Context: an optimization exercise on an open-source flow, tuned for small area, a short achievable clock period and few clock cycles per item. The choices shown serve that exercise and are no tape-out recipe. Only simulation tests tie the RTL to the original design; equivalence was not proved.

==> flow/design.v (outline; a module is shown in full before it is edited, if it fits) <==
// module bac_encoder: 48 lines
// module bac_table: 92 lines
// module bac_div: 83 lines
// module bac_ks: 26 lines
// module bac_coder: 185 lines
// module bac_mac_lo: 1219 lines
// module bac_mac_hi: 1227 lines
module bac_encoder (
    input  wire       clk,
    input  wire       rst,
    input  wire       in_valid,
    output wire       in_ready,
    input  wire [1:0] in_kind,
    input  wire [7:0] in_byte,
    output wire       out_valid,
    input  wire       out_ready,
    output wire [7:0] out_byte
);
  // ...
==> flow/run.sh <==
#!/bin/bash
# synth_recipe.tcl (not shown) runs the flow's synth.tcl, then flattens the netlist and writes it again
# the make line also repeats each setting of config.mk as NAME=value (left out here)
make -C /OpenROAD-flow-scripts/flow DESIGN_CONFIG=/design/flow/config.mk WORK_HOME=/design/flow/orfs CLKGATE_MAP_FILE= SYNTH_SCRIPT=/design/flow/synth_recipe.tcl finish
==> flow/config.mk <==
export PLATFORM = sky130hd
export DESIGN_NAME = bac_encoder
export DESIGN_NICKNAME = bac_encoder
export VERILOG_FILES = /design/flow/design.v
export SDC_FILE = /design/flow/constraint.sdc
export NUM_CORES = 8
export LEC_CHECK = 0
export CAP_MARGIN = 20
export CORE_MARGIN = 2
export CORE_UTILIZATION = 45
export GPL_ROUTABILITY_DRIVEN = 1
export GPL_TIMING_DRIVEN = 1
export PLACE_DENSITY = 0.6
export SETUP_SLACK_MARGIN = 5
export SLEW_MARGIN = 20
export TNS_END_PERCENT = 100
==> flow/constraint.sdc <==
create_clock -name core_clock -period 16.0 [get_ports {clk}]
set_input_delay 3.2000 -clock core_clock [delete_from_list [all_inputs] [get_ports {clk}]]
set_output_delay 3.2000 -clock core_clock [all_outputs]
set_load 0.01 [all_outputs]
==> run_results.csv, run 1 <==
group,metric,value,unit
outcome,outcome,"timing/DRC/antenna clean",
detailed_routing,avgRoutedWirePerCell,27.4,um
detailed_routing,num_vias,206368,
die,die_h,786,um
detailed_routing,dr_wl_met3,74400,um
cts,h-tree-depth,6,
global_routing,grt_pass1_vias,197771,
timing,timing.final.crit_share,69.1,%
die,tap_cells,8092,
worst_setup_path,startpoint,"u_div.dt[5][2]",
cts,cts_buffers,532,
min_path,min_to,"u_div.dqL[9][17]",
worst_setup_path,cp_slowest_cell,"edfxtp_1",
synth,synth_area_leaders,"edfxtp_1 (49%), ha_1 (6.7%), xnor2_1 (4.2%)",
timing,hold_violations,0,
final_layout,final_cell_mix,"edfxtp_1 (4516), nor2_1 (1973), ha_1 (1336)",
synth,ys_warn_count,16,
worst_setup_path,crit_path_end_kind,"flip-flop",
worst_setup_path,worstPathRequired,16.79,ns
worst_setup_path,r2r-start,"u_div.dt[5][2]",
timing,worst_pin_slew,1.40,ns
final_layout,fill_cells,52315,
synth,synth-adder-area-share,10.6,%
synth,syn_area,0.275,sq mm
timing,finalClockSkew,0.110,ns
die,die_area,0.617,sq mm
Testbench counts, summed over its fixed seeds: cycles 10,938, symbols 10,794.
==> module bac_div, before the edit <==
module bac_div #(parameter integer ROWS = 4) (
    input  wire        clk,
    input  wire        rst,
    input  wire        adv,
    input  wire        tv,
    input  wire        tfin,
    input  wire [14:0] tlo,
    input  wire [14:0] thi,
    input  wire [14:0] tt,
    output wire        cv,
    output wire        cfin,
    output wire [32:0] qL,
    output wire [32:0] qH
);
    localparam integer NST = (33 + ROWS - 1) / ROWS;
    reg        dv   [0:NST];
    reg        dfin [0:NST];
    reg [14:0] dt   [0:NST];
    reg [15:0] dremL[0:NST];
    reg [15:0] dremH[0:NST];
    reg [32:0] dqL  [0:NST];
    reg [32:0] dqH  [0:NST];
    always @(*) begin
        dv[0]    = tv;
        dfin[0]  = tfin;
        dt[0]    = tt;
        dremL[0] = {1'b0, tlo};
        dremH[0] = {1'b0, thi};
        dqL[0]   = 33'd0;
        dqH[0]   = 33'd0;
    end
    genvar g;
    generate
        for (g = 0; g < NST; g = g + 1) begin : dstage
            reg [15:0] rl, rh;
            reg [32:0] ql, qh;
            reg [16:0] sl, sh;
            integer b;
            always @(*) begin
                rl = dremL[g];
                rh = dremH[g];
                ql = dqL[g];
                qh = dqH[g];
                sl = 17'd0;
                sh = 17'd0;
                for (b = 0; b < ROWS; b = b + 1) begin
                    if (g * ROWS + b == 0) begin
                        sl = {1'b0, rl} - {2'b00, dt[g]};
                        sh = {1'b0, rh} - {2'b00, dt[g]};
                        ql = {ql[31:0], ~sl[16]};
                        qh = {qh[31:0], ~sh[16]};
                        if (!sl[16]) rl = sl[15:0];
                        if (!sh[16]) rh = sh[15:0];
                    end else if (g * ROWS + b <= 32) begin
                        sl = {rl, 1'b0} - {2'b00, dt[g]};
                        sh = {rh, 1'b0} - {2'b00, dt[g]};
                        ql = {ql[31:0], ~sl[16]};
                        qh = {qh[31:0], ~sh[16]};
                        rl = sl[16] ? {rl[14:0], 1'b0} : sl[15:0];
                        rh = sh[16] ? {rh[14:0], 1'b0} : sh[15:0];
                    end
                end
            end
            always @(posedge clk) begin
                if (rst) begin
                    dv[g+1] <= 1'b0;
                end else if (adv) begin
                    dv[g+1]    <= dv[g];
                    dfin[g+1]  <= dfin[g];
                    dt[g+1]    <= dt[g];
                    dremL[g+1] <= rl;
                    dremH[g+1] <= rh;
                    dqL[g+1]   <= ql;
                    dqH[g+1]   <= qh;
                end
            end
        end
    endgenerate
    assign cv   = dv[NST];
    assign cfin = dfin[NST];
    assign qL   = dqL[NST];
    assign qH   = dqH[NST];
endmodule
==> module bac_coder, before the edit <==
module bac_coder (
    input  wire        clk,
    input  wire        rst,
    input  wire        cv,
    input  wire        cfin,
    input  wire [32:0] qL,
    input  wire [32:0] qH,
    output wire        adv,
    output reg         out_valid,
    input  wire        out_ready,
    output reg  [7:0]  out_byte
);
    localparam integer ACCW = 48;
    integer i;
    reg  [16:0] low;
    reg  [17:0] rng;       
    wire [18:0] rx = {rng, 1'b0};
    wire [7:0]  ng;
    wire [8:0]  onen, twon;
    genvar g;
    generate
        for (g = 0; g < 8; g = g + 1) begin : be
            wire b2 = rx[2*g+2], b1 = rx[2*g+1], b0 = rx[2*g];
            assign ng[g]   = b2 & ~(b1 & b0);
            assign onen[g] = ~(b1 ^ b0);
            assign twon[g] = ~((b2 & ~b1 & ~b0) | (~b2 & b1 & b0));
        end
    endgenerate
    assign onen[8] = ~(rng[16] ^ rng[15]);
    assign twon[8] = ~((rng[16] & rng[15]) | rng[17]);
    wire [33:0] ppl [0:8];
    wire [33:0] pph [0:8];
    generate
        for (g = 0; g < 9; g = g + 1) begin : pp
            wire        n   = (g < 8) ? ng[g] : 1'b0;
            wire [33:0] ynl = ~({1'b0, qL} ^ {34{n}});
            wire [33:0] ynh = ~({1'b0, qH} ^ {34{n}});
            wire [33:0] ysl = {ynl[32:0], ~n};
            wire [33:0] ysh = {ynh[32:0], ~n};
            assign ppl[g] = ~(({34{onen[g]}} | ynl) & ({34{twon[g]}} | ysl));
            assign pph[g] = ~(({34{onen[g]}} | ynh) & ({34{twon[g]}} | ysh));
        end
    endgenerate
    wire [48:0] sal, sbl, sah, sbh;
    bac_mac_lo u_ml (.ng(ng), .nn(~ng), .pp0(ppl[0]), .pp1(ppl[1]), .pp2(ppl[2]),
        .pp3(ppl[3]), .pp4(ppl[4]), .pp5(ppl[5]), .pp6(ppl[6]), .pp7(ppl[7]),
        .pp8(ppl[8]), .low(low), .rr(rng), .ra(sal), .rb(sbl));
    bac_mac_hi u_mh (.ng(ng), .nn(~ng), .pp0(pph[0]), .pp1(pph[1]), .pp2(pph[2]),
        .pp3(pph[3]), .pp4(pph[4]), .pp5(pph[5]), .pp6(pph[6]), .pp7(pph[7]),
        .pp8(pph[8]), .low(low), .rr(rng), .ra(sah), .rb(sbh));
    wire [48:0] suml, sumh;
    bac_ks #(.N(49)) u_cl (.a(sal), .b(sbl), .ci(1'b0), .s(suml));
    bac_ks #(.N(49)) u_ch (.a(sah), .b(sbh), .ci(1'b0), .s(sumh));
    wire [16:0] lowp  = suml[48:32];
    wire [16:0] highp = sumh[48:32];
    wire [17:0] ra_ = {1'b0, highp} ^ {1'b1, ~lowp} ^ 18'd2;
    wire [17:0] rb_ = {(({1'b0, highp} & {1'b1, ~lowp}) | (({1'b0, highp} | {1'b1, ~lowp}) & 18'd2)), 1'b0};
    wire [17:0] rpre;
    bac_ks #(.N(18), .LV(5)) u_cr (.a(ra_), .b(rb_[17:0]), .ci(1'b0), .s(rpre));
    wire [16:0] x  = lowp ^ highp;
    wire [16:0] e3 = lowp & ~highp;
    wire [16:0] v;
    generate
        for (g = 1; g < 17; g = g + 1) begin : ww
            assign v[g] = e3[g-1] | ~|x[16:g];
        end
    endgenerate
    assign v[0] = ~|x;
    reg [4:0] nsh, n1;
    always @(*) begin
        nsh = 5'd17;
        for (i = 0; i < 17; i = i + 1)
            if (!v[i]) nsh = 5'd16 - i[4:0];
        n1 = 5'd17;
        for (i = 0; i < 17; i = i + 1)
            if (x[i]) n1 = 5'd16 - i[4:0];
    end
    wire [4:0]  kk    = nsh - n1;
    wire [33:0] lowsh = {17'd0, lowp} << nsh;
    wire [35:0] rsh   = {18'd0, rpre} << nsh;
    reg  [31:0] pacc;
    reg  [4:0]  padd;
    reg         prst;
    wire [31:0] peff = (prst ? 32'd0 : pacc) + {27'd0, padd};
    reg  [1:0]  qcnt;
    reg         q0hb, q0b0, q0pad, q1hb, q1b0, q1pad;
    reg  [31:0] q0fc, q1fc;
    reg  [15:0] q0rest, q1rest;
    reg  [4:0]  q0rl, q1rl;
    assign adv = !cv || (qcnt != 2'd2);
    wire go = cv && (qcnt != 2'd2);
    wire        nd_v    = go && (cfin || (n1 != 5'd0));
    wire        nd_b0   = cfin ? (low[16] | low[15]) : lowp[16];
    wire [31:0] nd_fc   = cfin ? (peff + 32'd1) : peff;
    wire [15:0] nd_rest = cfin ? 16'd0 : (lowp[15:0] & ~(16'hFFFF >> (n1 - 5'd1)));
    wire [4:0]  nd_rl   = cfin ? 5'd0 : (n1 - 5'd1);
    wire        nd_pad  = cfin;
    reg  [ACCW-1:0] acc;
    reg  [6:0]      cnt;
    wire        dsv      = (qcnt != 2'd0);
    wire        fast     = (q0fc[31:4] == 28'd0);
    wire [5:0]  hlen     = fast ? ({5'd0, q0hb} + {1'b0, q0fc[4:0]}) : ({5'd0, q0hb} + 6'd16);
    wire [6:0]  clen     = {1'b0, hlen} + (fast ? {2'b0, q0rl} : 7'd0);
    wire        space_ok = ({1'b0, cnt} + {1'b0, clen}) <= ACCW;
    wire        ins      = dsv && space_ok;
    wire        consume  = ins && fast;
    wire [31:0] hmask = ~(32'hFFFFFFFF >> hlen);
    wire [31:0] hbits = (q0hb ? {q0b0, {31{~q0b0}}} : {32{~q0b0}}) & hmask;
    wire [31:0] rbits = fast ? ({q0rest, 16'd0} >> hlen) : 32'd0;
    wire [31:0] chunk = hbits | rbits;
    wire [ACCW-1:0] acc_i = ins ? (acc | ({chunk, {(ACCW-32){1'b0}}} >> cnt)) : acc;
    wire [6:0]      cnt_a = ins ? cnt + clen : cnt;
    wire [6:0]      cnt_i = (consume && q0pad) ? ((cnt_a + 7'd7) & 7'h78) : cnt_a;
    wire            mv    = (!out_valid || out_ready) && (cnt_i >= 7'd8);
    always @(posedge clk) begin
        if (rst) begin
            low       <= 17'd0;
            rng       <= 18'h20000;
            pacc      <= 32'd0;
            padd      <= 5'd0;
            prst      <= 1'b1;
            qcnt      <= 2'd0;
            acc       <= {ACCW{1'b0}};
            cnt       <= 7'd0;
            out_valid <= 1'b0;
            out_byte  <= 8'd0;
        end else begin
            if (mv) begin
                out_byte  <= acc_i[ACCW-1:ACCW-8];
                out_valid <= 1'b1;
                acc       <= acc_i << 8;
                cnt       <= cnt_i - 7'd8;
            end else begin
                if (out_ready) out_valid <= 1'b0;
                acc <= acc_i;
                cnt <= cnt_i;
            end
            qcnt <= qcnt + {1'b0, nd_v} - {1'b0, consume};
            if (consume) begin
                q0hb <= (qcnt == 2'd2) ? q1hb : 1'b1;
                q0b0 <= (qcnt == 2'd2) ? q1b0 : nd_b0;
                q0fc <= (qcnt == 2'd2) ? q1fc : nd_fc;
                q0rest <= (qcnt == 2'd2) ? q1rest : nd_rest;
                q0rl <= (qcnt == 2'd2) ? q1rl : nd_rl;
                q0pad <= (qcnt == 2'd2) ? q1pad : nd_pad;
                if (nd_v) begin
                    q1hb <= 1'b1; q1b0 <= nd_b0; q1fc <= nd_fc;
                    q1rest <= nd_rest; q1rl <= nd_rl; q1pad <= nd_pad;
                end
            end else begin
                if (ins && !fast) begin
                    q0hb <= 1'b0;
                    q0fc <= q0fc - 32'd16;
                end
                if (nd_v) begin
                    if (qcnt == 2'd0) begin
                        q0hb <= 1'b1; q0b0 <= nd_b0; q0fc <= nd_fc;
                        q0rest <= nd_rest; q0rl <= nd_rl; q0pad <= nd_pad;
                    end else begin
                        q1hb <= 1'b1; q1b0 <= nd_b0; q1fc <= nd_fc;
                        q1rest <= nd_rest; q1rl <= nd_rl; q1pad <= nd_pad;
                    end
                end
            end
            if (go) begin
                if (cfin) begin
                    low  <= 17'd0;
                    rng  <= 18'h20000;
                    prst <= 1'b1;
                    padd <= 5'd0;
                end else begin
                    low  <= {1'b0, lowsh[15:0]};
                    rng  <= rsh[17:0];
                    padd <= kk;
                    if (n1 != 5'd0) begin
                        prst <= 1'b1;
                    end else begin
                        prst <= 1'b0;
                        pacc <= peff;
                    end
                end
            end
        end
    end
endmodule
==> run 2, diff against run 1 <==
--- a/flow/design.v
+++ b/flow/design.v
@@ -138,7 +138,7 @@
         end
     end
 endmodule
-module bac_div #(parameter integer ROWS = 4) (
+module bac_div #(parameter integer ROWS = 3) (
     input  wire        clk,
     input  wire        rst,
     input  wire        adv,
@@ -263,40 +263,21 @@
     integer i;
     reg  [16:0] low;
     reg  [17:0] rng;       
-    wire [18:0] rx = {rng, 1'b0};
-    wire [7:0]  ng;
-    wire [8:0]  onen, twon;
-    genvar g;
-    generate
-        for (g = 0; g < 8; g = g + 1) begin : be
-            wire b2 = rx[2*g+2], b1 = rx[2*g+1], b0 = rx[2*g];
-            assign ng[g]   = b2 & ~(b1 & b0);
-            assign onen[g] = ~(b1 ^ b0);
-            assign twon[g] = ~((b2 & ~b1 & ~b0) | (~b2 & b1 & b0));
-        end
-    endgenerate
-    assign onen[8] = ~(rng[16] ^ rng[15]);
-    assign twon[8] = ~((rng[16] & rng[15]) | rng[17]);
+    reg  [17:0] rngh;      
     wire [33:0] ppl [0:8];
     wire [33:0] pph [0:8];
-    generate
-        for (g = 0; g < 9; g = g + 1) begin : pp
-            wire        n   = (g < 8) ? ng[g] : 1'b0;
-            wire [33:0] ynl = ~({1'b0, qL} ^ {34{n}});
-            wire [33:0] ynh = ~({1'b0, qH} ^ {34{n}});
-            wire [33:0] ysl = {ynl[32:0], ~n};
-            wire [33:0] ysh = {ynh[32:0], ~n};
-            assign ppl[g] = ~(({34{onen[g]}} | ynl) & ({34{twon[g]}} | ysl));
-            assign pph[g] = ~(({34{onen[g]}} | ynh) & ({34{twon[g]}} | ysh));
-        end
-    endgenerate
+    wire [7:0]  ngl, ngh;
+    bac_booth u_bl (.r(rng),  .q(qL), .ng(ngl), .pp0(ppl[0]), .pp1(ppl[1]), .pp2(ppl[2]),
+        .pp3(ppl[3]), .pp4(ppl[4]), .pp5(ppl[5]), .pp6(ppl[6]), .pp7(ppl[7]), .pp8(ppl[8]));
+    bac_booth u_bh (.r(rngh), .q(qH), .ng(ngh), .pp0(pph[0]), .pp1(pph[1]), .pp2(pph[2]),
+        .pp3(pph[3]), .pp4(pph[4]), .pp5(pph[5]), .pp6(pph[6]), .pp7(pph[7]), .pp8(pph[8]));
     wire [48:0] sal, sbl, sah, sbh;
-    bac_mac_lo u_ml (.ng(ng), .nn(~ng), .pp0(ppl[0]), .pp1(ppl[1]), .pp2(ppl[2]),
+    bac_mac_lo u_ml (.ng(ngl), .nn(~ngl), .pp0(ppl[0]), .pp1(ppl[1]), .pp2(ppl[2]),
         .pp3(ppl[3]), .pp4(ppl[4]), .pp5(ppl[5]), .pp6(ppl[6]), .pp7(ppl[7]),
         .pp8(ppl[8]), .low(low), .rr(rng), .ra(sal), .rb(sbl));
-    bac_mac_hi u_mh (.ng(ng), .nn(~ng), .pp0(pph[0]), .pp1(pph[1]), .pp2(pph[2]),
+    bac_mac_hi u_mh (.ng(ngh), .nn(~ngh), .pp0(pph[0]), .pp1(pph[1]), .pp2(pph[2]),
         .pp3(pph[3]), .pp4(pph[4]), .pp5(pph[5]), .pp6(pph[6]), .pp7(pph[7]),
-        .pp8(pph[8]), .low(low), .rr(rng), .ra(sah), .rb(sbh));
+        .pp8(pph[8]), .low(low), .rr(rngh), .ra(sah), .rb(sbh));
     wire [48:0] suml, sumh;
     bac_ks #(.N(49)) u_cl (.a(sal), .b(sbl), .ci(1'b0), .s(suml));
     bac_ks #(.N(49)) u_ch (.a(sah), .b(sbh), .ci(1'b0), .s(sumh));
@@ -306,6 +287,7 @@
     wire [17:0] rb_ = {(({1'b0, highp} & {1'b1, ~lowp}) | (({1'b0, highp} | {1'b1, ~lowp}) & 18'd2)), 1'b0};
     wire [17:0] rpre;
     bac_ks #(.N(18), .LV(5)) u_cr (.a(ra_), .b(rb_[17:0]), .ci(1'b0), .s(rpre));
+    genvar g;
     wire [16:0] x  = lowp ^ highp;
     wire [16:0] e3 = lowp & ~highp;
     wire [16:0] v;
@@ -315,18 +297,36 @@
         end
     endgenerate
     assign v[0] = ~|x;
-    reg [4:0] nsh, n1;
+    wire [17:0] tm;
+    wire [17:0] sel;
+    assign tm[17] = 1'b1;
+    generate
+        for (g = 0; g < 17; g = g + 1) begin : tmg
+            assign tm[g] = &v[16:g];
+        end
+        for (g = 0; g < 17; g = g + 1) begin : slg
+            assign sel[g] = tm[17-g] & ~tm[16-g];
+        end
+    endgenerate
+    assign sel[17] = tm[0];
+    reg [15:0] lowsh;
+    reg [17:0] rsh;
+    reg [4:0]  nsh, n1;
     always @(*) begin
-        nsh = 5'd17;
-        for (i = 0; i < 17; i = i + 1)
-            if (!v[i]) nsh = 5'd16 - i[4:0];
+        lowsh = 16'd0;
+        rsh   = 18'd0;
+        for (i = 0; i < 18; i = i + 1) begin
+            lowsh = lowsh | ({16{sel[i]}} & (lowp[15:0] << i));
+            rsh   = rsh   | ({18{sel[i]}} & (rpre << i));
+        end
+        nsh = 5'd0;
+        for (i = 0; i < 18; i = i + 1)
+            if (sel[i]) nsh = i[4:0];
         n1 = 5'd17;
         for (i = 0; i < 17; i = i + 1)
             if (x[i]) n1 = 5'd16 - i[4:0];
     end
     wire [4:0]  kk    = nsh - n1;
-    wire [33:0] lowsh = {17'd0, lowp} << nsh;
-    wire [35:0] rsh   = {18'd0, rpre} << nsh;
     reg  [31:0] pacc;
     reg  [4:0]  padd;
     reg         prst;
@@ -365,6 +365,7 @@
         if (rst) begin
             low       <= 17'd0;
             rng       <= 18'h20000;
+            rngh      <= 18'h20000;
             pacc      <= 32'd0;
             padd      <= 5'd0;
             prst      <= 1'b1;
@@ -415,11 +416,13 @@
                 if (cfin) begin
                     low  <= 17'd0;
                     rng  <= 18'h20000;
+                    rngh <= 18'h20000;
                     prst <= 1'b1;
                     padd <= 5'd0;
                 end else begin
-                    low  <= {1'b0, lowsh[15:0]};
-                    rng  <= rsh[17:0];
+                    low  <= {1'b0, lowsh};
+                    rng  <= rsh;
+                    rngh <= rsh;
                     padd <= kk;
                     if (n1 != 5'd0) begin
                         prst <= 1'b1;
@@ -432,6 +435,38 @@
         end
     end
 endmodule
+module bac_booth (
+    input  wire [17:0] r,
+    input  wire [32:0] q,
+    output wire [7:0]  ng,
+    output wire [33:0] pp0, pp1, pp2, pp3, pp4, pp5, pp6, pp7, pp8
+);
+    wire [18:0] rx = {r, 1'b0};
+    wire [8:0]  onen, twon;
+    wire [33:0] pp [0:8];
+    genvar g;
+    generate
+        for (g = 0; g < 8; g = g + 1) begin : be
+            wire b2 = rx[2*g+2], b1 = rx[2*g+1], b0 = rx[2*g];
+            assign ng[g]   = b2 & ~(b1 & b0);
+            assign onen[g] = ~(b1 ^ b0);
+            assign twon[g] = ~((b2 & ~b1 & ~b0) | (~b2 & b1 & b0));
+        end
+    endgenerate
+    assign onen[8] = ~(r[16] ^ r[15]);
+    assign twon[8] = ~((r[16] & r[15]) | r[17]);
+    generate
+        for (g = 0; g < 9; g = g + 1) begin : pg
+            wire        n  = (g < 8) ? ng[g] : 1'b0;
+            wire [33:0] yn = ~({1'b0, q} ^ {34{n}});
+            wire [33:0] ys = {yn[32:0], ~n};
+            assign pp[g] = ~(({34{onen[g]}} | yn) & ({34{twon[g]}} | ys));
+        end
+    endgenerate
+    assign pp0 = pp[0]; assign pp1 = pp[1]; assign pp2 = pp[2];
+    assign pp3 = pp[3]; assign pp4 = pp[4]; assign pp5 = pp[5];
+    assign pp6 = pp[6]; assign pp7 = pp[7]; assign pp8 = pp[8];
+endmodule
 module bac_mac_lo (
     input  wire [7:0]  ng, nn,
     input  wire [33:0] pp0, pp1, pp2, pp3, pp4, pp5, pp6, pp7, pp8,
==> flow/flow/run.sh (new file) <==
#!/bin/bash
set -euo pipefail
MARGIN=${MARGIN:-8}
bash standard.sh synth > flow_synth.log 2>&1
if grep -q 'SETUP_SLACK_MARGIN=' standard.sh; then
  sed "s/SETUP_SLACK_MARGIN=[^ ']*/SETUP_SLACK_MARGIN=${MARGIN}/" standard.sh > standard_tight.sh
else
  sed "s/CLKGATE_MAP_FILE= /CLKGATE_MAP_FILE= SETUP_SLACK_MARGIN=${MARGIN} /" standard.sh > standard_tight.sh
fi
bash standard_tight.sh finish > flow_layout.log 2>&1
test -f out/final.def
==> flow/standard.sh (new file) <==
#!/bin/bash
# synth_recipe.tcl (not shown) runs the flow's synth.tcl, then flattens the netlist and writes it again
# the make line also repeats each setting of config.mk as NAME=value (left out here)
make -C /OpenROAD-flow-scripts/flow DESIGN_CONFIG=/design/flow/config.mk WORK_HOME=/design/flow/orfs CLKGATE_MAP_FILE= SYNTH_SCRIPT=/design/flow/synth_recipe.tcl "${@:-finish}"
removed: flow/run.sh
==> run_results.csv, run 2 <==
group,metric,value,unit
final_layout,regMostFlops,"u_table.L",
synth,synth_fp_nets,25968,
final_layout,post_layout_nonfiller_instances,33862,
final_layout,fill_cells,52604,
synth,synth_area_leader_cell,"edfxtp_1",
synth,yosysUniqueCellTypes,109,
worst_setup_path,cp.arrival,10.84,ns
final_layout,regArea,0.148,sq mm
synth,netlist_instances,23933,
cts,clk_pin_slew_worst_paths,0.06,ns
synth,ys_top_cells_by_count,"edfxtp_1 (4654), nor2_1 (1509), ha_1 (1482), a22oi_1 (1326), xnor2_1 (1291)",
job,cap_violations,0,
final_layout,layout_commonest_cell,"edfxtp_1",
detailed_routing,routed_wl,959000,um
worst_setup_path,max_stage_delay,0.56,ns
cts,cts.sink_count,5062,
global_routing,grt_use_met2,47.2,%
synth,ys_seq_area_share,52.8,%
worst_setup_path,critPathMaxFanout,33,
timing,fin_crit,9.91,ns
global_routing,use_met1,38.9,%
outcome,outcome,"timing/DRC/antenna clean",
synth,ys_async_sr_fraction,0,%
global_routing,gr-max-usage-layer,"met2",
final_layout,largestRegisters,"u_table.L x3600, u_table.B x240",
synth,ys_warn_count,17,
cts,cts_buffers,549,
global_routing,antenna_found_initial,21,
die,initial_utilization,45.2,%
detailed_routing,num_vias,211768,
timing,timing.final.crit_share,61.9,%
cts,root_buffer,"clkbuf_16",
final_layout,largest_reg_flops,3600,
global_routing,use_met3,4.35,%
detailed_routing,drtIter0Drc,25094,
worst_setup_path,worstPathRequired,16.93,ns
cts,cts_tree,"done",
worst_setup_path,cpMostUsedCell,"fa_1",
cts,clk_latency,1.12,ns
detailed_routing,drcViolationCount,0,
timing,finalClockSkew,0.106,ns
synth,synth_enable_flop_cells,4654,
detailed_routing,avgRoutedWirePerCell,28.3,um
placement,dp.cells,31601,
final_layout,area_growth,18.8,%
die,io_pins,24,
cts,h-tree-depth,6,
final_layout,drive_above_1_share,18.1,%
synth,synth.avg_cell_area,11.7,sq um
worst_setup_path,crit_path_end_kind,"flip-flop",
synth,synth_top_area_share,49.9,%
die,die_area,0.629,sq mm
timing,hold_violations,0,
final_layout,multi_input_area,0.133,sq mm
placement,io_buffers,23,
worst_setup_path,cp_slowest_cell,"fa_1",
synth,yosysMostFrequentCell,"edfxtp_1",
timing,setup_viol,0,
synth,ys.flop_type,"edfxtp_1",
global_routing,grt_max_degree,197,
die,die_w,793,um
die,num_rows,289,
detailed_routing,ant_nets,0,
timing,whs,0.370,ns
placement,dp_hpwl,575000,um
cts,clock_path_buffers,4,
worst_setup_path,crit_path_start_kind,"flip-flop",
detailed_routing,firstDrtPassIters,9,
die,die_h,793,um
final_layout,nets,27168,
die,core_area,0.620,sq mm
synth,syn_area,0.280,sq mm
global_routing,grt_use_total,29.0,%
timing,rsz0062_at_grt,"true",
global_routing,grt_first_pass_wirelength,1380000,um
final_layout,final_cell_mix,"edfxtp_1 (4654), nor2_1 (1434), ha_1 (1335)",
timing,final_max_slew_viol_count,0,
detailed_routing,via_per_inst,6.25,
global_routing,grt_pass1_vias,203361,
timing,fmax,101,MHz
min_path,min_path_type,"reg2reg",
worst_setup_path,critPathKind,"reg2reg",
timing,worst_pin_slew,1.27,ns
synth,ys_seq_elements,5062,
synth,synth_area_leaders,"edfxtp_1 (50%), ha_1 (6.6%), xnor2_1 (4.0%)",
timing,slew_headroom,14.3,%
global_routing,grt_overflow,0,
placement,gp_congestion,0.939,
run 2: cell count changes in the layout (fill, tap and decap cells not counted), moves of 87 or more:
cell and change:
edfxtp_1 +138, a21oi_1 -136, nand3_1 +87, o21ai_1 +97
buf_6 +120, nor2_1 -539, mux2_4 +197, nand2_1 +123
run 2: area by class of cell:
class / count / area share (%)
Antenna cell: 14 / 0.0105
Clock buffer: 664 / 4.27
Sequential cell: 5062 / 44.5
Clock inverter: 309 / 1.10
Timing Repair inverter: 5 / 0.0147
Tap cell: 8293 / 3.12
Multi-Input combinational cell: 16477 / 40.0
Inverter: 1195 / 1.44
Timing Repair Buffer: 1843 / 5.57
run 2: metrics by stage:
step | setup TNS, ns | setup slack [ns] | area, sq um | utilization [%]
4_1_cts | 0 | 6.30 | 325000 | 52.4
3_3_place_gp | 0 | 2.93 | 292000 | 47.1
2_1_floorplan | -1544.60 | -1.67 | 281000 | -
6_report | 0 | 6.09 | 333000 | 53.7
3_5_place_dp | 0 | 2.77 | 292000 | 47.1
5_1_grt | 0 | 5.69 | 333000 | 53.7
run 2: what timing repair did:
item | 4_1_cts | 5_1_grt
gates resized for setup | 1612 | 1090
hold buffers | 0 | 0
setup endpoints to repair | 1137 | 791
buffers inserted | 759 | 389
cloned | 94 | 30
pin swaps | 602 | 562
run 2: worst paths after layout:
| check | from | end | slack [ns] | cells past startpoint |
|---|---|---|---|---|
| hold / removal | u_div.dqL[3][1] | u_div.dqL[4][4] | 0.37 | 0 |
| setup / recovery | u_coder.rng[9] | u_coder.padd[4] | 6.09 | 45 |
| hold reg to reg | u_div.dqL[3][1] | u_div.dqL[4][4] | 0.37 | 0 |
| setup reg to reg | u_coder.rng[9] | u_coder.padd[4] | 6.09 | 45 |
run 2: cell families after synthesis:
logic type	share of synthesized area (%)
flops	52.8
mux	2.36
xor+xnor	5.22
compound gates	15.8
buf+inv	3.29
simple gates	10.1
fa+ha+maj	10.5
run 2: per-layer routing:
layer / part of all wire (%) / vias to the layer above
met5: 0.0091 / -
met3: 8.6 / 2160
met4: 5.1 / 12
met1: 40 / 106056
li1: - / 93425
met2: 46 / 10115
run 2: worst max-delay path: cells and delay by family, from the launching register on:
family / cells / cell delay, ns
flops: 1 / 0.50
fa+ha+maj: 8 / 2.80
xor+xnor: 3 / 0.38
compound gates: 16 / 3.21
buf+inv: 8 / 1.12
simple gates: 10 / 1.76
Testbench counts of run 2, summed over its fixed seeds: cycles 10,950, symbols 10,794.
==> run 3, diff against run 2 <==
--- a/flow/design.v
+++ b/flow/design.v
@@ -311,39 +311,42 @@
     assign sel[17] = tm[0];
     reg [15:0] lowsh;
     reg [17:0] rsh;
-    reg [4:0]  nsh, n1;
+    reg [4:0]  nsh;
     always @(*) begin
         lowsh = 16'd0;
         rsh   = 18'd0;
+        nsh   = 5'd0;
         for (i = 0; i < 18; i = i + 1) begin
             lowsh = lowsh | ({16{sel[i]}} & (lowp[15:0] << i));
             rsh   = rsh   | ({18{sel[i]}} & (rpre << i));
+            nsh   = nsh   | ({5{sel[i]}} & i[4:0]);
         end
-        nsh = 5'd0;
-        for (i = 0; i < 18; i = i + 1)
-            if (sel[i]) nsh = i[4:0];
+    end
+    reg         sd_v, sd_fin, sd_fb;
+    reg  [16:0] sd_low, sd_x;
+    reg  [4:0]  sd_n;
+    reg  [4:0]  n1;
+    always @(*) begin
         n1 = 5'd17;
         for (i = 0; i < 17; i = i + 1)
-            if (x[i]) n1 = 5'd16 - i[4:0];
+            if (sd_x[i]) n1 = 5'd16 - i[4:0];
     end
-    wire [4:0]  kk    = nsh - n1;
+    wire [4:0]  kk      = sd_n - n1;
+    wire        sd_push = sd_fin || !sd_x[16];
     reg  [31:0] pacc;
     reg  [4:0]  padd;
     reg         prst;
     wire [31:0] peff = (prst ? 32'd0 : pacc) + {27'd0, padd};
+    wire        nd_b0   = sd_fin ? sd_fb : sd_low[16];
+    wire [31:0] nd_fc   = sd_fin ? (peff + 32'd1) : peff;
+    wire [15:0] nd_rest = sd_fin ? 16'd0 : (sd_low[15:0] & ~(16'hFFFF >> (n1 - 5'd1)));
+    wire [4:0]  nd_rl   = sd_fin ? 5'd0 : (n1 - 5'd1);
+    wire        nd_pad  = sd_fin;
     reg  [1:0]  qcnt;
     reg         q0hb, q0b0, q0pad, q1hb, q1b0, q1pad;
     reg  [31:0] q0fc, q1fc;
     reg  [15:0] q0rest, q1rest;
     reg  [4:0]  q0rl, q1rl;
-    assign adv = !cv || (qcnt != 2'd2);
-    wire go = cv && (qcnt != 2'd2);
-    wire        nd_v    = go && (cfin || (n1 != 5'd0));
-    wire        nd_b0   = cfin ? (low[16] | low[15]) : lowp[16];
-    wire [31:0] nd_fc   = cfin ? (peff + 32'd1) : peff;
-    wire [15:0] nd_rest = cfin ? 16'd0 : (lowp[15:0] & ~(16'hFFFF >> (n1 - 5'd1)));
-    wire [4:0]  nd_rl   = cfin ? 5'd0 : (n1 - 5'd1);
-    wire        nd_pad  = cfin;
     reg  [ACCW-1:0] acc;
     reg  [6:0]      cnt;
     wire        dsv      = (qcnt != 2'd0);
@@ -358,14 +361,20 @@
     wire [31:0] rbits = fast ? ({q0rest, 16'd0} >> hlen) : 32'd0;
     wire [31:0] chunk = hbits | rbits;
     wire [ACCW-1:0] acc_i = ins ? (acc | ({chunk, {(ACCW-32){1'b0}}} >> cnt)) : acc;
-    wire [6:0]      cnt_a = ins ? cnt + clen : cnt;
-    wire [6:0]      cnt_i = (consume && q0pad) ? ((cnt_a + 7'd7) & 7'h78) : cnt_a;
+    wire [6:0]      cnt_i0 = ins ? cnt + clen : cnt;
+    wire [6:0]      cnt_i = (consume && q0pad) ? ((cnt_i0 + 7'd7) & 7'h78) : cnt_i0;
     wire            mv    = (!out_valid || out_ready) && (cnt_i >= 7'd8);
+    wire stall_d = sd_v && sd_push && (qcnt == 2'd2) && !consume;
+    wire fire_d  = sd_v && !stall_d;
+    wire push    = fire_d && sd_push;
+    assign adv = !cv || !stall_d;
+    wire go = cv && !stall_d;
     always @(posedge clk) begin
         if (rst) begin
             low       <= 17'd0;
             rng       <= 18'h20000;
             rngh      <= 18'h20000;
+            sd_v      <= 1'b0;
             pacc      <= 32'd0;
             padd      <= 5'd0;
             prst      <= 1'b1;
@@ -385,15 +394,15 @@
                 acc <= acc_i;
                 cnt <= cnt_i;
             end
-            qcnt <= qcnt + {1'b0, nd_v} - {1'b0, consume};
+            qcnt <= qcnt + {1'b0, push} - {1'b0, consume};
             if (consume) begin
-                q0hb <= (qcnt == 2'd2) ? q1hb : 1'b1;
-                q0b0 <= (qcnt == 2'd2) ? q1b0 : nd_b0;
-                q0fc <= (qcnt == 2'd2) ? q1fc : nd_fc;
+                q0hb   <= (qcnt == 2'd2) ? q1hb   : 1'b1;
+                q0b0   <= (qcnt == 2'd2) ? q1b0   : nd_b0;
+                q0fc   <= (qcnt == 2'd2) ? q1fc   : nd_fc;
                 q0rest <= (qcnt == 2'd2) ? q1rest : nd_rest;
-                q0rl <= (qcnt == 2'd2) ? q1rl : nd_rl;
-                q0pad <= (qcnt == 2'd2) ? q1pad : nd_pad;
-                if (nd_v) begin
+                q0rl   <= (qcnt == 2'd2) ? q1rl   : nd_rl;
+                q0pad  <= (qcnt == 2'd2) ? q1pad  : nd_pad;
+                if (push) begin
                     q1hb <= 1'b1; q1b0 <= nd_b0; q1fc <= nd_fc;
                     q1rest <= nd_rest; q1rl <= nd_rl; q1pad <= nd_pad;
                 end
@@ -402,7 +411,7 @@
                     q0hb <= 1'b0;
                     q0fc <= q0fc - 32'd16;
                 end
-                if (nd_v) begin
+                if (push) begin
                     if (qcnt == 2'd0) begin
                         q0hb <= 1'b1; q0b0 <= nd_b0; q0fc <= nd_fc;
                         q0rest <= nd_rest; q0rl <= nd_rl; q0pad <= nd_pad;
@@ -412,19 +421,13 @@
                     end
                 end
             end
-            if (go) begin
-                if (cfin) begin
-                    low  <= 17'd0;
-                    rng  <= 18'h20000;
-                    rngh <= 18'h20000;
+            if (fire_d) begin
+                if (sd_fin) begin
                     prst <= 1'b1;
                     padd <= 5'd0;
                 end else begin
-                    low  <= {1'b0, lowsh};
-                    rng  <= rsh;
-                    rngh <= rsh;
                     padd <= kk;
-                    if (n1 != 5'd0) begin
+                    if (!sd_x[16]) begin
                         prst <= 1'b1;
                     end else begin
                         prst <= 1'b0;
@@ -432,6 +435,25 @@
                     end
                 end
             end
+            if (!stall_d) begin
+                sd_v   <= go;
+                sd_fin <= cfin;
+                sd_fb  <= low[16] | low[15];
+                sd_low <= lowp;
+                sd_x   <= x;
+                sd_n   <= nsh;
+            end
+            if (go) begin
+                if (cfin) begin
+                    low  <= 17'd0;
+                    rng  <= 18'h20000;
+                    rngh <= 18'h20000;
+                end else begin
+                    low  <= {1'b0, lowsh};
+                    rng  <= rsh;
+                    rngh <= rsh;
+                end
+            end
         end
     end
 endmodule
==> run_results.csv, run 3 <==
group,metric,value,unit
synth,netlist_instances,24521,
detailed_routing,drcViolationCount,0,
synth,yosysMostFrequentCell,"edfxtp_1",
synth,syn_area,0.284,sq mm
placement,gp_congestion,0.938,
detailed_routing,num_vias,220227,
die,core_area,0.628,sq mm
global_routing,grt_max_degree,158,
synth,ys.flop_type,"edfxtp_1",
cts,cts.sink_count,5104,
global_routing,grt_use_total,30.0,%
cts,clock_path_buffers,4,
detailed_routing,routed_wl,1010000,um
synth,synth_enable_flop_cells,4695,
worst_setup_path,max_stage_delay,0.54,ns
timing,rsz0062_at_grt,"true",
final_layout,area_growth,21.7,%
timing,timing.final.crit_share,60.9,%
timing,slew_headroom,11.5,%
synth,synth.avg_cell_area,11.6,sq um
worst_setup_path,cp.arrival,10.73,ns
global_routing,antenna_found_initial,35,
cts,root_buffer,"clkbuf_16",
global_routing,grt_pass1_vias,211148,
placement,dp_hpwl,593000,um
timing,final_max_slew_viol_count,0,
global_routing,grt_overflow,0,
worst_setup_path,worstPathRequired,16.99,ns
final_layout,layout_commonest_cell,"edfxtp_1",
cts,clk_pin_slew_worst_paths,0.07,ns
die,die_h,798,um
cts,h-tree-depth,6,
placement,dpl-instance-area,0.296,sq mm
die,initial_utilization,45.2,%
placement,dp.cells,32275,
synth,synth_area_leader_cell,"edfxtp_1",
final_layout,largest_reg_flops,3600,
final_layout,regMostFlops,"u_table.L",
die,die_w,798,um
timing,worst_pin_slew,1.33,ns
synth,ys_warn_count,17,
worst_setup_path,critPathKind,"reg2reg",
synth,ys_seq_elements,5104,
worst_setup_path,critPathMaxFanout,6,
final_layout,drive_above_1_share,21.7,%
final_layout,nets,28211,
timing,finalClockSkew,0.110,ns
final_layout,final_cell_mix,"edfxtp_1 (4695), buf_4 (1676), a22oi_1 (1659)",
die,io_pins,24,
min_path,min_path_type,"reg2reg",
die,num_rows,291,
synth,ys_seq_area_share,52.6,%
detailed_routing,ant_nets,0,
timing,hold_violations,0,
outcome,outcome,"timing/DRC/antenna clean",
synth,synth_fp_nets,26557,
timing,setup_viol,0,
final_layout,post_layout_nonfiller_instances,34999,
synth,ys_async_sr_fraction,0,%
detailed_routing,drtIter0Drc,27212,
final_layout,final_cell_area,0.345,sq mm
detailed_routing,via_per_inst,6.29,
synth,synth_area_leaders,"edfxtp_1 (50%), ha_1 (6.5%), a22oi_1 (4.4%)",
synth,ys_top_cells_by_count,"edfxtp_1 (4695), a22oi_1 (1669), nand2_1 (1648), ha_1 (1481), nor2_1 (1465)",
cts,ctsHoldBuffers,0,
cts,cts_buffers,558,
worst_setup_path,cp_slowest_cell,"fa_2",
placement,io_buffers,23,
cts,clk_latency,1.13,ns
final_layout,largestRegisters,"u_table.L x3600, u_table.B x240",
cts,cts_tree,"done",
synth,synth_top_area_share,49.7,%
synth,yosysUniqueCellTypes,122,
detailed_routing,avgRoutedWirePerCell,28.9,um
global_routing,grt_first_pass_wirelength,1430000,um
detailed_routing,firstDrtPassIters,8,
timing,fmax,103,MHz
timing,fin_crit,9.74,ns
worst_setup_path,crit_path_start_kind,"flip-flop",
die,die_area,0.637,sq mm
job,cap_violations,0,
worst_setup_path,crit_path_end_kind,"flip-flop",
## run 3: path summary, 6_finish.rpt
check,from,endpoint,slack [ns],depth (start not counted)
max,u_coder.rng[1],u_coder.low[15],6.26,41
min,u_div.dqH[6][8],u_div.dqH[7][11],0.40,0
max reg2reg,u_coder.rng[1],u_coder.low[15],6.26,41
min reg2reg,u_div.dqH[6][8],u_div.dqH[7][11],0.40,0
## run 3: per-stage QoR
| step | setup WS [ns] | hold slack (ns) | TNS, ns | util, % |
|---|---|---|---|---|
| final | 6.26 | 0.396 | 0 | 55.0 |
| after global routing | 5.91 | 0.409 | 0 | 54.9 |
| after CTS | 6.39 | 0.386 | 0 | 53.3 |
| after detailed placement | 2.67 | 0.405 | 0 | 47.1 |
| after global placement | 2.78 | 0.401 | 0 | 47.1 |
| after floorplan | -2.89 | 0.400 | -2667.82 | - |
## run 3: cell type report
type,instances,area (sq um)
inverters,1310,5460
fillers,52013,283000
flip-flops and latches,5104,149000
diodes,27,67.6
clock inverters,313,3250
multi-input cells,16916,140000
repair inverters,16,113
repair buffers,2269,22100
well taps,8350,10400
clock buffers,694,14600
## run 3: timing repair
item	CTS	global route
gates cloned	119	24
buffers inserted	1039	503
setup endpoints to repair	8672	4074
pin swaps	626	770
gates resized for setup	2292	1363
## run 3: per-layer routing
metal,GRT usage (%),vias to the layer above,share of wire (%)
met1,39.2,109403,39
li1,-,96392,-
met4,15.0,22,6.2
met3,5.28,2612,9.6
met5,0.0605,-,0.019
met2,48.3,11798,46
## run 3: logic make-up (layout without fill, tap and decap cells)
group                      count (synthesis)  count (layout)  share of synthesized area, %
DFF                                     5104            5104                          52.6
xor gates and xnor gates                1590            1598                          4.95
muxes                                    638             638                          2.56
AOI/OAI and AO/OA                       6397            6416                          15.5
buffers and inverters                   2542            4602                          3.45
other                                      0              27                             0
and+or+nand+nor                         6228            6242                          10.6
adders and majority gates               2022            2022                          10.4
## run 3: critical path, delay by kind of cell (launching register included)
family,cells,cell delay (ns)
compound gates,15,2.94
xor+xnor,2,0.58
fa+ha+maj,8,2.85
simple gates,7,1.76
buf+inv,9,1.16
flops,1,0.36
Testbench counts of run 3, summed over its fixed seeds: cycles 10,951, symbols 10,794.
==> run 4, diff against run 3 <==
--- a/flow/design.v
+++ b/flow/design.v
@@ -259,7 +259,7 @@
     input  wire        out_ready,
     output reg  [7:0]  out_byte
 );
-    localparam integer ACCW = 48;
+    localparam integer ACCW = 40;
     integer i;
     reg  [16:0] low;
     reg  [17:0] rng;       
@@ -336,9 +336,9 @@
     reg  [31:0] pacc;
     reg  [4:0]  padd;
     reg         prst;
-    wire [31:0] peff = (prst ? 32'd0 : pacc) + {27'd0, padd};
+    wire [31:0] peff = (prst ? 32'd0 : pacc) + {27'd0, padd} + {31'd0, sd_fin};
     wire        nd_b0   = sd_fin ? sd_fb : sd_low[16];
-    wire [31:0] nd_fc   = sd_fin ? (peff + 32'd1) : peff;
+    wire [31:0] nd_fc   = peff;
     wire [15:0] nd_rest = sd_fin ? 16'd0 : (sd_low[15:0] & ~(16'hFFFF >> (n1 - 5'd1)));
     wire [4:0]  nd_rl   = sd_fin ? 5'd0 : (n1 - 5'd1);
     wire        nd_pad  = sd_fin;
--- a/flow/flow/run.sh
+++ b/flow/flow/run.sh
@@ -1,6 +1,6 @@
 #!/bin/bash
 set -euo pipefail
-MARGIN=${MARGIN:-8}
+MARGIN=${MARGIN:-6.5}
 bash standard.sh synth > flow_synth.log 2>&1
 if grep -q 'SETUP_SLACK_MARGIN=' standard.sh; then
   sed "s/SETUP_SLACK_MARGIN=[^ ']*/SETUP_SLACK_MARGIN=${MARGIN}/" standard.sh > standard_tight.sh
--- a/flow/config.mk
+++ b/flow/config.mk
@@ -7,10 +7,10 @@
 export LEC_CHECK = 0
 export CAP_MARGIN = 20
 export CORE_MARGIN = 2
-export CORE_UTILIZATION = 45
+export CORE_UTILIZATION = 60
 export GPL_ROUTABILITY_DRIVEN = 1
 export GPL_TIMING_DRIVEN = 1
-export PLACE_DENSITY = 0.6
+export PLACE_DENSITY = 0.75
 export SETUP_SLACK_MARGIN = 5
 export SLEW_MARGIN = 20
 export TNS_END_PERCENT = 100
==> run_results.csv, run 4 <==
group,metric,value,unit
cts,cts.sink_count,5096,
final_layout,regMostFlops,"u_table.L",
synth,synth_area_leader_cell,"edfxtp_1",
synth,ys_seq_elements,5096,
global_routing,grt_max_degree,207,
synth,ys_seq_area_share,53.3,%
timing,finalClockSkew,0.117,ns
synth,yosysUniqueCellTypes,105,
detailed_routing,firstDrtPassIters,10,
final_layout,multi_input_area,0.127,sq mm
synth,synth_compound_area_share,15.5,%
final_layout,nets,26137,
timing,hold_violations,0,
worst_setup_path,startpoint,"u_coder.rng[1]",
worst_setup_path,ff2ff_path_depth,43,
synth,synthMuxAreaShare,2.55,%
final_layout,final_cell_mix,"edfxtp_1 (4695), nor2_1 (1567), ha_1 (1436)",
final_layout,area_growth,12.7,%
worst_setup_path,r2r-start,"u_coder.rng[1]",
timing,fin_crit,9.55,ns
cts,h-tree-depth,6,
synth,synth-simple-area-share,9.70,%
die,io_pins,24,
timing,worst_pin_slew,1.30,ns
synth,synth_fp_nets,25694,
timing,timing.final.crit_share,59.7,%
detailed_routing,avgRoutedWirePerCell,28.2,um
placement,dp.cells,29212,
worst_setup_path,critPathKind,"reg2reg",
worst_setup_path,cp.arrival,10.46,ns
cts,cts_buffers,525,
synth,synth_xor_area_share,5.28,%
synth,ys.flop_type,"edfxtp_1",
final_layout,layout_commonest_cell,"edfxtp_1",
synth,syn_area,0.280,sq mm
timing,final_max_slew_viol_count,0,
worst_setup_path,worstPathRequired,16.91,ns
synth,ys_async_sr_fraction,0,%
worst_setup_path,cp_slowest_cell,"fa_1",
worst_setup_path,max_stage_delay,0.55,ns
worst_setup_path,crit_end,"u_coder.low[14]",
worst_setup_path,crit_path_end_kind,"flip-flop",
placement,gp_congestion,0.963,
min_path,min_path_type,"reg2reg",
cts,clk_pin_slew_worst_paths,0.07,ns
timing,rsz0062_at_grt,"true",
job,cap_violations,0,
synth,synth_top_family_by_area,"compound AO/OA/AOI/OAI gates",
global_routing,antenna_found_initial,23,
global_routing,grt_pass1_vias,201181,
die,initial_utilization,60.3,%
synth,synth_enable_flop_cells,4695,
global_routing,grt_first_pass_wirelength,1270000,um
final_layout,fill_cells,32446,
synth,synth_top_area_share,50.4,%
worst_setup_path,critPathMaxFanout,12,
worst_setup_path,rrSetupSlack,6.45,ns
final_layout,post_layout_nonfiller_instances,30701,
outcome,outcome,"timing/DRC/antenna clean",
detailed_routing,drcViolationCount,0,
placement,dp_hpwl,530000,um
synth,netlist_instances,23661,
synth,ys_top_cells_by_count,"edfxtp_1 (4695), nor2_1 (1587), ha_1 (1479), nand2_1 (1318), a22oi_1 (1290)",
final_layout,drive_above_1_share,13.1,%
global_routing,grt_overflow,0,
final_layout,final_util,67.9,%
placement,io_buffers,23,
cts,clk_latency,1.13,ns
worst_setup_path,crit_path_start_kind,"flip-flop",
synth,ys_warn_count,17,
detailed_routing,via_per_inst,6.81,
die,num_rows,250,
detailed_routing,ant_nets,0,
timing,fmax,105,MHz
cts,clock_path_buffers,4,
die,die_h,687,um
global_routing,grt_use_total,35.4,%
final_layout,largestRegisters,"u_table.L x3600, u_table.B x240",
detailed_routing,drtIter0Drc,27607,
timing,whs,0.388,ns
timing,slew_headroom,12.8,%
die,die_w,687,um
worst_setup_path,r2r-end,"u_coder.low[14]",
die,core_area,0.464,sq mm
synth,yosysMostFrequentCell,"edfxtp_1",
timing,fin_setup_tns,0,ns
die,die_area,0.472,sq mm
synth,synth.avg_cell_area,11.8,sq um
timing,setup_viol,0,
detailed_routing,routed_wl,867000,um
final_layout,largest_reg_flops,3600,
cts,root_buffer,"clkbuf_16",
detailed_routing,num_vias,209065,
worst_setup_path,cpMostUsedCell,"fa_1",
cts,cts_tree,"done",
final_layout,regArea,0.149,sq mm
synth,synth_area_leaders,"edfxtp_1 (50%), ha_1 (6.6%), xnor2_1 (4.0%)",
synth,synth-adder-area-share,10.5,%
==> run 4: changes by cell type after synthesis, moves of 69 or more <==
cell	previous run	this run
a22o_1	246	460
nand4_1	219	150
nor3_1	616	438
a221oi_1	173	444
a21oi_1	1092	1001
o21ai_0	847	698
a22oi_1	1669	1290
nor2_1	1465	1587
nand2_1	1648	1318
inv_1	1284	1192
==> run 4: final cells by class <==
class                      count  area share [%]
antenna                       14          0.0111
timing repair inverter         7          0.0195
timing repair buffer        1059            3.05
clock inverter               277            1.07
inverter                    1219            1.55
multi-input combinational  16196            40.1
tap                         6174            2.45
clock buffer                 659            4.41
sequential                  5096            47.3
==> run 4: cells by family (layout without fill, tap and decap cells) <==
family | Yosys count | after routing
adders and majority gates | 2019 | 2019
DFF | 5096 | 5096
and+or+nand+nor | 5673 | 5676
other | 0 | 14
xor gates and xnor gates | 1682 | 1684
muxes | 638 | 638
AOI/OAI and AO/OA | 6176 | 6179
buffers and inverters | 2377 | 3221
==> run 4: critical path, delay by kind of cell (launching register included) <==
family / cells / cell delay (ns)
XOR/XNOR: 2 / 0.36
flip-flops: 1 / 0.38
adder cells (fa/ha/maj): 8 / 3.02
AND/OR/NAND/NOR: 12 / 1.96
buffers and inverters: 6 / 0.75
AO/OA/AOI/OAI: 15 / 2.88
==> run 4: repair_timing <==
item,in CTS,in global routing
cloned,17,31
hold buffers,0,0
setup endpoints to repair,1267,819
pin swaps,95,216
gates resized for setup,480,565
buffers inserted,198,291
==> run 4: how the worst min path moves through the flow <==
stage | from | end | slack [ns] | depth (start not counted)
finish | u_div.dqH[10][10] | u_div.dqH[11][13] | 0.39 | 0
global route | u_div.dqH[10][10] | u_div.dqH[11][13] | 0.40 | 0
CTS | u_div.dqH[10][10] | u_div.dqH[11][13] | 0.39 | 0
detailed placement | u_div.dqH[9][11] | u_div.dqH[10][14] | 0.40 | 0
global placement | u_div.dqL[8][22] | u_div.dqL[9][25] | 0.40 | 0
floorplan | u_div.dfin[9] | u_div.dfin[10] | 0.40 | 0
==> run 4: routing by layer <==
layer	share of wire [%]	up-vias	wire length [um]	track usage (%)
li1	-	90959	-	-
met1	36	101560	313000	44.9
met2	46	13355	401000	57.1
met3	11	3167	92800	6.59
met4	6.9	24	59900	20.4
met5	0.018	-	158	0
==> run 4: stage by stage <==
stage               worst slack [ns]  instance area (sq um)
detailed placement              3.56                 288000
finish                          6.45                 315000
global route                    6.10                 315000
CTS                             6.45                 310000
global placement                3.66                 288000
floorplan                      -2.89                 280000
Testbench counts of run 4, summed over its fixed seeds: cycles 10,956, symbols 10,794.

==> separate check: timing with driven ports <==
The flow's constraints put no driver on any port. The routed layouts listed below were extracted and timed again, unchanged, in two steps. Step 1 (the two cells are an assumption about what drives the block):
set clk [get_ports {clk}]
set_driving_cell -lib_cell sky130_fd_sc_hd__clkbuf_16 $clk
set_driving_cell -lib_cell sky130_fd_sc_hd__buf_2 [delete_from_list [all_inputs] $clk]
Step 2, shift: input delay + t, output delay - t, t = (earliest + latest rising clock arrival at the registers) / 2. This alone moves slack from input paths to output paths. a / b / c = ideal / step 1 / step 2; a / b = the first two.
| run | shift t [ns] | slack for setup (ns) | worst data-port slew with drivers (ns) |
|---|---|---|---|
| run 1 | 1.208 | 4.950 / 4.950 / 4.950 | 0.44 |
| run 2 | 1.197 | 6.092 / 6.092 / 6.092 | 0.41 |
| run 3 | 1.211 | 6.262 / 6.262 / 6.262 | 0.48 |
| run 4 | 1.185 | 6.449 / 6.449 / 6.449 | 0.39 |
After both steps every run listed still meets setup and hold.
